From an optimization exercise on the open Yosys and OpenROAD flow, aimed at a short achievable clock period and few clock cycles per item; shortcuts taken in it are not production practice. At most, simulation tests tie the RTL to the original design; equivalence was not proved. Power and IR drop assume default switching activity.

==> run a: inputs <==
==> flow/design.v (excerpt) <==
module remimo_core (
    input  wire        clk,
    input  wire        rst,         
    output wire        mem_req,
    output wire        mem_we,
    output wire [15:0] mem_addr,
    output wire [15:0] mem_wdata,
    input  wire        mem_ready,
    input  wire [15:0] mem_rdata,
    output wire        halted,
    output wire [1:0]  cause,       
    output wire [15:0] pc,
    output wire [15:0] r0,
    output wire [15:0] r1,
    output wire [15:0] r2,
    output wire [15:0] r3,
    output wire [3:0]  flags        
);
clock: 7.0 ns
lec_check: 0
cap_margin: 20
core_margin: 2
core_utilization: 40
setup_slack_margin: 5.0
slew_margin: 20
run.sh (not shown) runs the stock make flow with config.mk's settings and CLKGATE_MAP_FILE= SYNTH_SCRIPT=/design/flow/synth_recipe.tcl, a recipe that flattens the netlist after the stock synthesis.
==> inputs of run b, as changes to run a <==
--- a/flow/design.v
+++ b/flow/design.v
@@ -21,25 +21,19 @@
     localparam CAUSE_EA  = 2'd3;
     reg        halt_q;
     reg [1:0]  cause_q;
     reg [15:0] pc_q;                
     reg [15:0] fpc;                 
     reg [15:0] fpc1;                
     reg        req_q, we_q;         
     reg [15:0] addr_q;
-    reg        tr_seq, tr_hold;
-    reg        q0_bhit, q1_bhit, q0_ihit, q1_ihit;
-    reg [15:0] q0_tgt, q1_tgt, q0_word, q1_word;
-    reg [7:0]  q0_off, q1_off;
-    wire       lk_hit  = tr_seq ? q1_bhit : (tr_hold & q0_bhit);
-    wire [15:0] lk_tgt = tr_seq ? q1_tgt : q0_tgt;
-    wire [7:0] lk_off  = tr_seq ? q1_off : q0_off;
-    wire       ic_hit  = tr_seq ? q1_ihit : (tr_hold & q0_ihit);
-    wire [15:0] ic_word = tr_seq ? q1_word : q0_word;
+    reg        lk_hit;
+    reg [15:0] lk_tgt;
+    reg [7:0]  lk_off;
     reg        irv;                 
     reg        ir_pcf;              
     reg [15:0] ir;
     reg [15:0] epc;                 
     reg [15:0] epc1;                
     reg [15:0] epc2;                
     reg [15:0] opa;                 
     reg [15:0] opb;                 
@@ -64,16 +58,18 @@
     reg [BTB_N-1:0] bt_v;
     reg [15:0]      bt_tag [0:BTB_N-1];
     reg [15:0]      bt_tgt [0:BTB_N-1];
     reg [7:0]       bt_off [0:BTB_N-1];   
     localparam IC_N = 16;
     reg [IC_N-1:0]  ic_v;
     reg [15:0]      ic_tag [0:IC_N-1];
     reg [15:0]      ic_dat [0:IC_N-1];
+    reg             ic_hit;
+    reg [15:0]      ic_word;
     function automatic cond_true(input [3:0] c, input f_c, input f_n, input f_v, input f_z);
         case (c)
             4'd0:  cond_true = f_z;
             4'd1:  cond_true = ~f_z;
             4'd2:  cond_true = f_c;
             4'd3:  cond_true = ~f_c;
             4'd4:  cond_true = f_n;
             4'd5:  cond_true = ~f_n;
@@ -229,51 +225,42 @@
     wire [15:0] w_mr  = w[8] ? {w[7:0], 8'd0} : {8'd0, w[7:0]};
     wire [15:0] w_m   = w[9] ? ~w_mr : w_mr;
     wire        w_wr  = (w_alu & (wimm | ~w[4])) | (wop == 4'd6) | (wop == 4'd7);
     wire [3:0]  w_we  = {4{w_wr}} & (4'b0001 << wd_r);
     wire        w_cin = w_ar & ~wimm & w[5];
     wire        cin_n = (w_cin & ex_fl) ? (w_sub ^ (c_ar & ar_c))
                                         : (w_sub ^ (w_cin & fc));
     wire [15:0] r      = w;
-    wire [15:0] rm     = mem_rdata;
-    wire [15:0] rc     = ic_word;
-    wire        rm_b   = (rm[15:12] == 4'd8);
-    wire        rc_b   = (rc[15:12] == 4'd8);
-    wire        r_b    = dph ? rc_b : rm_b;
-    wire        rm_btb = (rm[15:12] == 4'd9) & lk_hit &
-                         (ex_fl ? ((rm[11:9] != 3'd7) | rm[8]) : cond_true(rm[11:8], fc, fn, fv, fz));
-    wire        rc_btb = (rc[15:12] == 4'd9) & lk_hit &
-                         (ex_fl ? ((rc[11:9] != 3'd7) | rc[8]) : cond_true(rc[11:8], fc, fn, fv, fz));
-    wire        r_btb  = dph ? rc_btb : rm_btb;
+    wire        r_b    = (r[15:12] == 4'd8);
+    wire        r_bc   = (r[15:12] == 4'd9);
+    wire        r_eqne = (r[11:9] == 3'd0);
+    wire        r_know = ~ex_fl | r_eqne | (r[11:9] == 3'd7);
+    wire        r_cond = ~ex_fl ? cond_true(r[11:8], fc, fn, fv, fz)
+                       : r_eqne ? (z_fast ^ r[8]) : r[8];
+    wire        r_btb  = r_bc & lk_hit & (~r_know | r_cond);
     wire ic_ok   = ic_hit & ~(dst & (ea == fpc));
     wire ic_use  = dph & mem_ready & ic_ok & ~dhit & (~irv | (~ld_a & ~ld_b));
     wire if_ok   = ~halt_q & (dph ? ic_use : (fpc[15] | mem_ready));
     wire if_keep = if_ok & ~redirect & ~ex_fault;
     wire if_halt = if_keep & ~ex_mem & (fpc[15] | (r[15:12] > 4'd9));
     wire        f_go   = ~redirect & if_ok;
     wire        f_seq  = f_go & ~r_b & ~r_btb;
     wire        f_hold = ~redirect & ~if_ok;
     wire [15:0] fpc_e  = redirect ? redir_pc : (if_ok ? fpc1 : fpc);
     wire [15:0] fpc_n  = (f_go & r_b) ? {4'd0, r[11:0]} : (f_go & r_btb) ? lk_tgt : fpc_e;
-    wire [16:0] rb1m   = kinc16({4'd0, rm[11:0]});
-    wire [16:0] rb1k   = kinc16({4'd0, rc[11:0]});
-    wire [15:0] rb1c   = dph ? rb1k[15:0] : rb1m[15:0];
+    wire [16:0] rb1c   = kinc16({4'd0, r[11:0]});
     wire [16:0] lk1c   = kinc16(lk_tgt);
     wire [15:0] fpc1_e = redirect ? redir_p1 : (if_ok ? fpc2 : fpc1);
-    wire [15:0] fpc1_n = (f_go & r_b) ? rb1c : (f_go & r_btb) ? lk1c[15:0] : fpc1_e;
+    wire [15:0] fpc1_n = (f_go & r_b) ? rb1c[15:0] : (f_go & r_btb) ? lk1c[15:0] : fpc1_e;
     wire [2:0]  bl_i   = fpc1[2:0];
     wire        bl_hit = bt_v[bl_i] & (bt_tag[bl_i] == fpc1);
-    wire [2:0]  bl0_i  = fpc[2:0];
-    wire        bl0_hit = bt_v[bl0_i] & (bt_tag[bl0_i] == fpc);
     wire        st_now = dph & dst & mem_ready;
     wire [3:0]  il_i   = fpc1[3:0];
     wire        il_hit = ic_v[il_i] & (ic_tag[il_i] == fpc1) & ~(st_now & (ea == fpc1));
-    wire [3:0]  il0_i  = fpc[3:0];
-    wire        il0_hit = ic_v[il0_i] & (ic_tag[il0_i] == fpc) & ~(st_now & (ea == fpc));
     wire dph_n  = (ex_mem & ~f_ea) | (dph & ~mem_ready);
     wire halt_n = ex_fault | if_halt;
     wire [3:0] ld_we = dwe & {4{dph & mem_ready}};
     always @(posedge clk) begin
         if (rst) begin
             x0 <= 16'd0;
             x1 <= 16'd0;
             x2 <= 16'd0;
@@ -343,28 +330,16 @@
             if (fl_en && fl_a[3:0] == ii) begin
                 ic_tag[ii] <= fl_a;
                 ic_dat[ii] <= fl_st ? wd : fl_d;
             end else if (st_now && ic_tag[ii] == ea) begin
                 ic_dat[ii] <= wd;
             end
         end
     end
-    always @(posedge clk) begin
-        q1_bhit <= bl_hit;
-        q1_tgt  <= bt_tgt[bl_i];
-        q1_off  <= bt_off[bl_i];
-        q1_ihit <= il_hit;
-        q1_word <= ic_dat[il_i];
-        q0_bhit <= bl0_hit;
-        q0_tgt  <= bt_tgt[bl0_i];
-        q0_off  <= bt_off[bl0_i];
-        q0_ihit <= il0_hit;
-        q0_word <= ic_dat[il0_i];
-    end
     wire ld_done = dph & mem_ready & ~dst;
     wire cap = ~dph | ic_use;
     always @(posedge clk) begin
         if (!cap) begin
             if (ld_done & ld_a)
                 opa <= mem_rdata;
             if (ld_done & ld_b) begin
                 opb <= mem_rdata;
@@ -398,21 +373,24 @@
     end
     always @(posedge clk) begin
         if (rst) begin
             halt_q  <= 1'b0;
             cause_q <= 2'd0;
             pc_q    <= 16'd0;
             fpc     <= 16'd0;
             fpc1    <= 16'd1;
-            tr_seq  <= 1'b0;
-            tr_hold <= 1'b0;
+            lk_hit  <= 1'b0;
+            lk_tgt  <= 16'd0;
+            lk_off  <= 8'd0;
             dhit    <= 1'b0;
             p_seq   <= 1'b0;
             p_tok   <= 1'b0;
+            ic_hit  <= 1'b0;
+            ic_word <= 16'd0;
             req_q   <= 1'b1;
             we_q    <= 1'b0;
             addr_q  <= 16'd0;
             irv     <= 1'b0;
             ir_pcf  <= 1'b0;
             epc     <= 16'd0;
             epc1    <= 16'd0;
             epc2    <= 16'd0;
@@ -426,18 +404,28 @@
         end else if (!halt_q) begin
             fpc    <= fpc_n;
             fpc1   <= fpc1_n;
             dph    <= dph_n;
             halt_q <= halt_n;
             req_q  <= ~halt_n & (dph_n | ~fpc_n[15]);
             we_q   <= (dph & ~mem_ready) ? dst : (ex_mem & c_st);
             addr_q <= (dph & ~mem_ready) ? ea : ex_mem ? ea17[15:0] : fpc_n;
-            tr_seq  <= f_seq;
-            tr_hold <= f_hold;
+            if (f_seq) begin
+                lk_hit  <= bl_hit;
+                lk_tgt  <= bt_tgt[bl_i];
+                lk_off  <= bt_off[bl_i];
+                ic_hit  <= il_hit;
+                ic_word <= ic_dat[il_i];
+            end else if (!f_hold) begin
+                lk_hit <= 1'b0;
+                ic_hit <= 1'b0;
+            end else if (st_now && ea == fpc) begin
+                ic_hit <= 1'b0;
+            end
             begin
                 if (ex & (ir_pcf | c_bad | c_mem)) begin
                     cause_q <= ir_pcf ? CAUSE_PC : c_bad ? CAUSE_OP : CAUSE_EA;
                     pc_q    <= epc;
                 end else begin
                     cause_q <= fpc[15] ? CAUSE_PC : CAUSE_OP;
                     pc_q    <= fpc;
                 end
Settings changed: TNS_END_PERCENT set to 0.
==> inputs of run c, as changes to run a <==
--- a/flow/design.v
+++ b/flow/design.v
@@ -21,25 +21,19 @@
     localparam CAUSE_EA  = 2'd3;
     reg        halt_q;
     reg [1:0]  cause_q;
     reg [15:0] pc_q;                
     reg [15:0] fpc;                 
     reg [15:0] fpc1;                
     reg        req_q, we_q;         
     reg [15:0] addr_q;
-    reg        tr_seq, tr_hold;
-    reg        q0_bhit, q1_bhit, q0_ihit, q1_ihit;
-    reg [15:0] q0_tgt, q1_tgt, q0_word, q1_word;
-    reg [7:0]  q0_off, q1_off;
-    wire       lk_hit  = tr_seq ? q1_bhit : (tr_hold & q0_bhit);
-    wire [15:0] lk_tgt = tr_seq ? q1_tgt : q0_tgt;
-    wire [7:0] lk_off  = tr_seq ? q1_off : q0_off;
-    wire       ic_hit  = tr_seq ? q1_ihit : (tr_hold & q0_ihit);
-    wire [15:0] ic_word = tr_seq ? q1_word : q0_word;
+    reg        lk_hit;
+    reg [15:0] lk_tgt;
+    reg [7:0]  lk_off;
     reg        irv;                 
     reg        ir_pcf;              
     reg [15:0] ir;
     reg [15:0] epc;                 
     reg [15:0] epc1;                
     reg [15:0] epc2;                
     reg [15:0] opa;                 
     reg [15:0] opb;                 
@@ -64,16 +58,18 @@
     reg [BTB_N-1:0] bt_v;
     reg [15:0]      bt_tag [0:BTB_N-1];
     reg [15:0]      bt_tgt [0:BTB_N-1];
     reg [7:0]       bt_off [0:BTB_N-1];   
     localparam IC_N = 16;
     reg [IC_N-1:0]  ic_v;
     reg [15:0]      ic_tag [0:IC_N-1];
     reg [15:0]      ic_dat [0:IC_N-1];
+    reg             ic_hit;
+    reg [15:0]      ic_word;
     function automatic cond_true(input [3:0] c, input f_c, input f_n, input f_v, input f_z);
         case (c)
             4'd0:  cond_true = f_z;
             4'd1:  cond_true = ~f_z;
             4'd2:  cond_true = f_c;
             4'd3:  cond_true = ~f_c;
             4'd4:  cond_true = f_n;
             4'd5:  cond_true = ~f_n;
@@ -229,51 +225,40 @@
     wire [15:0] w_mr  = w[8] ? {w[7:0], 8'd0} : {8'd0, w[7:0]};
     wire [15:0] w_m   = w[9] ? ~w_mr : w_mr;
     wire        w_wr  = (w_alu & (wimm | ~w[4])) | (wop == 4'd6) | (wop == 4'd7);
     wire [3:0]  w_we  = {4{w_wr}} & (4'b0001 << wd_r);
     wire        w_cin = w_ar & ~wimm & w[5];
     wire        cin_n = (w_cin & ex_fl) ? (w_sub ^ (c_ar & ar_c))
                                         : (w_sub ^ (w_cin & fc));
     wire [15:0] r      = w;
-    wire [15:0] rm     = mem_rdata;
-    wire [15:0] rc     = ic_word;
-    wire        rm_b   = (rm[15:12] == 4'd8);
-    wire        rc_b   = (rc[15:12] == 4'd8);
-    wire        r_b    = dph ? rc_b : rm_b;
-    wire        rm_btb = (rm[15:12] == 4'd9) & lk_hit &
-                         (ex_fl ? ((rm[11:9] != 3'd7) | rm[8]) : cond_true(rm[11:8], fc, fn, fv, fz));
-    wire        rc_btb = (rc[15:12] == 4'd9) & lk_hit &
-                         (ex_fl ? ((rc[11:9] != 3'd7) | rc[8]) : cond_true(rc[11:8], fc, fn, fv, fz));
-    wire        r_btb  = dph ? rc_btb : rm_btb;
+    wire        r_b    = (r[15:12] == 4'd8);
+    wire        r_bc   = (r[15:12] == 4'd9);
+    wire        r_know = ~ex_fl | (r[11:9] == 3'd7);
+    wire        r_cond = ~ex_fl ? cond_true(r[11:8], fc, fn, fv, fz) : r[8];
+    wire        r_btb  = r_bc & lk_hit & (~r_know | r_cond);
     wire ic_ok   = ic_hit & ~(dst & (ea == fpc));
     wire ic_use  = dph & mem_ready & ic_ok & ~dhit & (~irv | (~ld_a & ~ld_b));
     wire if_ok   = ~halt_q & (dph ? ic_use : (fpc[15] | mem_ready));
     wire if_keep = if_ok & ~redirect & ~ex_fault;
     wire if_halt = if_keep & ~ex_mem & (fpc[15] | (r[15:12] > 4'd9));
     wire        f_go   = ~redirect & if_ok;
     wire        f_seq  = f_go & ~r_b & ~r_btb;
     wire        f_hold = ~redirect & ~if_ok;
     wire [15:0] fpc_e  = redirect ? redir_pc : (if_ok ? fpc1 : fpc);
     wire [15:0] fpc_n  = (f_go & r_b) ? {4'd0, r[11:0]} : (f_go & r_btb) ? lk_tgt : fpc_e;
-    wire [16:0] rb1m   = kinc16({4'd0, rm[11:0]});
-    wire [16:0] rb1k   = kinc16({4'd0, rc[11:0]});
-    wire [15:0] rb1c   = dph ? rb1k[15:0] : rb1m[15:0];
+    wire [16:0] rb1c   = kinc16({4'd0, r[11:0]});
     wire [16:0] lk1c   = kinc16(lk_tgt);
     wire [15:0] fpc1_e = redirect ? redir_p1 : (if_ok ? fpc2 : fpc1);
-    wire [15:0] fpc1_n = (f_go & r_b) ? rb1c : (f_go & r_btb) ? lk1c[15:0] : fpc1_e;
+    wire [15:0] fpc1_n = (f_go & r_b) ? rb1c[15:0] : (f_go & r_btb) ? lk1c[15:0] : fpc1_e;
     wire [2:0]  bl_i   = fpc1[2:0];
     wire        bl_hit = bt_v[bl_i] & (bt_tag[bl_i] == fpc1);
-    wire [2:0]  bl0_i  = fpc[2:0];
-    wire        bl0_hit = bt_v[bl0_i] & (bt_tag[bl0_i] == fpc);
     wire        st_now = dph & dst & mem_ready;
     wire [3:0]  il_i   = fpc1[3:0];
     wire        il_hit = ic_v[il_i] & (ic_tag[il_i] == fpc1) & ~(st_now & (ea == fpc1));
-    wire [3:0]  il0_i  = fpc[3:0];
-    wire        il0_hit = ic_v[il0_i] & (ic_tag[il0_i] == fpc) & ~(st_now & (ea == fpc));
     wire dph_n  = (ex_mem & ~f_ea) | (dph & ~mem_ready);
     wire halt_n = ex_fault | if_halt;
     wire [3:0] ld_we = dwe & {4{dph & mem_ready}};
     always @(posedge clk) begin
         if (rst) begin
             x0 <= 16'd0;
             x1 <= 16'd0;
             x2 <= 16'd0;
@@ -343,28 +328,16 @@
             if (fl_en && fl_a[3:0] == ii) begin
                 ic_tag[ii] <= fl_a;
                 ic_dat[ii] <= fl_st ? wd : fl_d;
             end else if (st_now && ic_tag[ii] == ea) begin
                 ic_dat[ii] <= wd;
             end
         end
     end
-    always @(posedge clk) begin
-        q1_bhit <= bl_hit;
-        q1_tgt  <= bt_tgt[bl_i];
-        q1_off  <= bt_off[bl_i];
-        q1_ihit <= il_hit;
-        q1_word <= ic_dat[il_i];
-        q0_bhit <= bl0_hit;
-        q0_tgt  <= bt_tgt[bl0_i];
-        q0_off  <= bt_off[bl0_i];
-        q0_ihit <= il0_hit;
-        q0_word <= ic_dat[il0_i];
-    end
     wire ld_done = dph & mem_ready & ~dst;
     wire cap = ~dph | ic_use;
     always @(posedge clk) begin
         if (!cap) begin
             if (ld_done & ld_a)
                 opa <= mem_rdata;
             if (ld_done & ld_b) begin
                 opb <= mem_rdata;
@@ -398,21 +371,24 @@
     end
     always @(posedge clk) begin
         if (rst) begin
             halt_q  <= 1'b0;
             cause_q <= 2'd0;
             pc_q    <= 16'd0;
             fpc     <= 16'd0;
             fpc1    <= 16'd1;
-            tr_seq  <= 1'b0;
-            tr_hold <= 1'b0;
+            lk_hit  <= 1'b0;
+            lk_tgt  <= 16'd0;
+            lk_off  <= 8'd0;
             dhit    <= 1'b0;
             p_seq   <= 1'b0;
             p_tok   <= 1'b0;
+            ic_hit  <= 1'b0;
+            ic_word <= 16'd0;
             req_q   <= 1'b1;
             we_q    <= 1'b0;
             addr_q  <= 16'd0;
             irv     <= 1'b0;
             ir_pcf  <= 1'b0;
             epc     <= 16'd0;
             epc1    <= 16'd0;
             epc2    <= 16'd0;
@@ -426,18 +402,28 @@
         end else if (!halt_q) begin
             fpc    <= fpc_n;
             fpc1   <= fpc1_n;
             dph    <= dph_n;
             halt_q <= halt_n;
             req_q  <= ~halt_n & (dph_n | ~fpc_n[15]);
             we_q   <= (dph & ~mem_ready) ? dst : (ex_mem & c_st);
             addr_q <= (dph & ~mem_ready) ? ea : ex_mem ? ea17[15:0] : fpc_n;
-            tr_seq  <= f_seq;
-            tr_hold <= f_hold;
+            if (f_seq) begin
+                lk_hit  <= bl_hit;
+                lk_tgt  <= bt_tgt[bl_i];
+                lk_off  <= bt_off[bl_i];
+                ic_hit  <= il_hit;
+                ic_word <= ic_dat[il_i];
+            end else if (!f_hold) begin
+                lk_hit <= 1'b0;
+                ic_hit <= 1'b0;
+            end else if (st_now && ea == fpc) begin
+                ic_hit <= 1'b0;
+            end
             begin
                 if (ex & (ir_pcf | c_bad | c_mem)) begin
                     cause_q <= ir_pcf ? CAUSE_PC : c_bad ? CAUSE_OP : CAUSE_EA;
                     pc_q    <= epc;
                 end else begin
                     cause_q <= fpc[15] ? CAUSE_PC : CAUSE_OP;
                     pc_q    <= fpc;
                 end
==> comparison <==
Via count: run a > run c > run b.
Critical path depth: run b < run c < run a.
In run a the clock skew is higher than in run b, by 0.012 ns.
Cell count: run c is lower than run a (11%).
Register-to-register slack, lowest first: run c, run a, run b.
Of run c and run a, run a has the higher flip-flop and latch count (gap 47).
Wire length, highest first: run a, run c, run b.
Global-route usage, lowest first: run b, run c, run a.
==> figures <==
quantity                                                                  run c           run a           run b
Per-cell via count in the routed design                                    6.51            6.97            6.42
Cell Count, Final, Fillers Out                                             9286           10500            8711
Launch point of the worst reg-to-reg path                                opa[0]          opa[0]         opb[12]
Max transition margin                                                     27.4%           28.5%           18.1%
Final period demand of the worst path                                   3.74 ns         3.73 ns         3.54 ns
Worst setup SP type                                                    register      input port      input port
Clock Latency Late Sink                                                 0.83 ns         0.86 ns         0.83 ns
Post-route met1 wirelength                                               108 mm          129 mm          105 mm
Post-synthesis sequential element count                                    1298            1345            1298
Top achievable clock speed                                              267 MHz         268 MHz         282 MHz
Combinational Power                                                    21800 µW        25200 µW        15500 µW
Number of cell instances on the worst register-to-register path              12              15              11
Worst Tran Pin Value                                                    1.08 ns         1.04 ns         1.23 ns
Number of signal-net buffers in the layout                                 1184            1470             608
Placed Cells                                                               8115            8972            8161
Outcome                                                          finished clean  finished clean  finished clean
Clk_buf instances                                                           220             222             208
Overall power consumption                                              40700 µW        45300 µW        34500 µW
Testbench counts of run b, summed over its fixed seeds: cycles 110,577, instrs 103,265.
Function not checked in run a and run c: the RTL went through the layout flow alone.

## port drivers added, routing unchanged
The flow's constraints put no driver on any port. The routed layouts listed below were extracted and timed again, unchanged, in two steps. Step 1 assumes that a clkbuf_16 drives the clock port and a buf_2 every other input. Step 2, shift: input delay + t, output delay - t, t = (earliest + latest rising clock arrival at the registers) / 2. This alone moves slack from input paths to output paths. a / b / c = no drivers / after step 1 / after step 2; a / b = the first two.
| run | shift t [ns] | slack for setup (ns) | hold slack, ns | clock arrival spread, ns |
|---|---|---|---|---|
| run a | 0.936 | 3.270 / 3.292 / 2.400 | 0.432 / 0.432 / 0.432 | 0.068 / 0.067 |
| run b | 0.879 | 3.460 / 3.346 / 2.467 | 0.406 / 0.406 / 0.406 | 0.056 / 0.056 |
| run c | 0.909 | 3.259 / 3.259 / 2.404 | 0.450 / 0.450 / 0.450 | 0.053 / 0.054 |
After both steps setup and hold are still met in every run listed. The setup slack of run b, which loses most, moves by -0.114 ns with the drivers and by -0.993 ns with both steps.
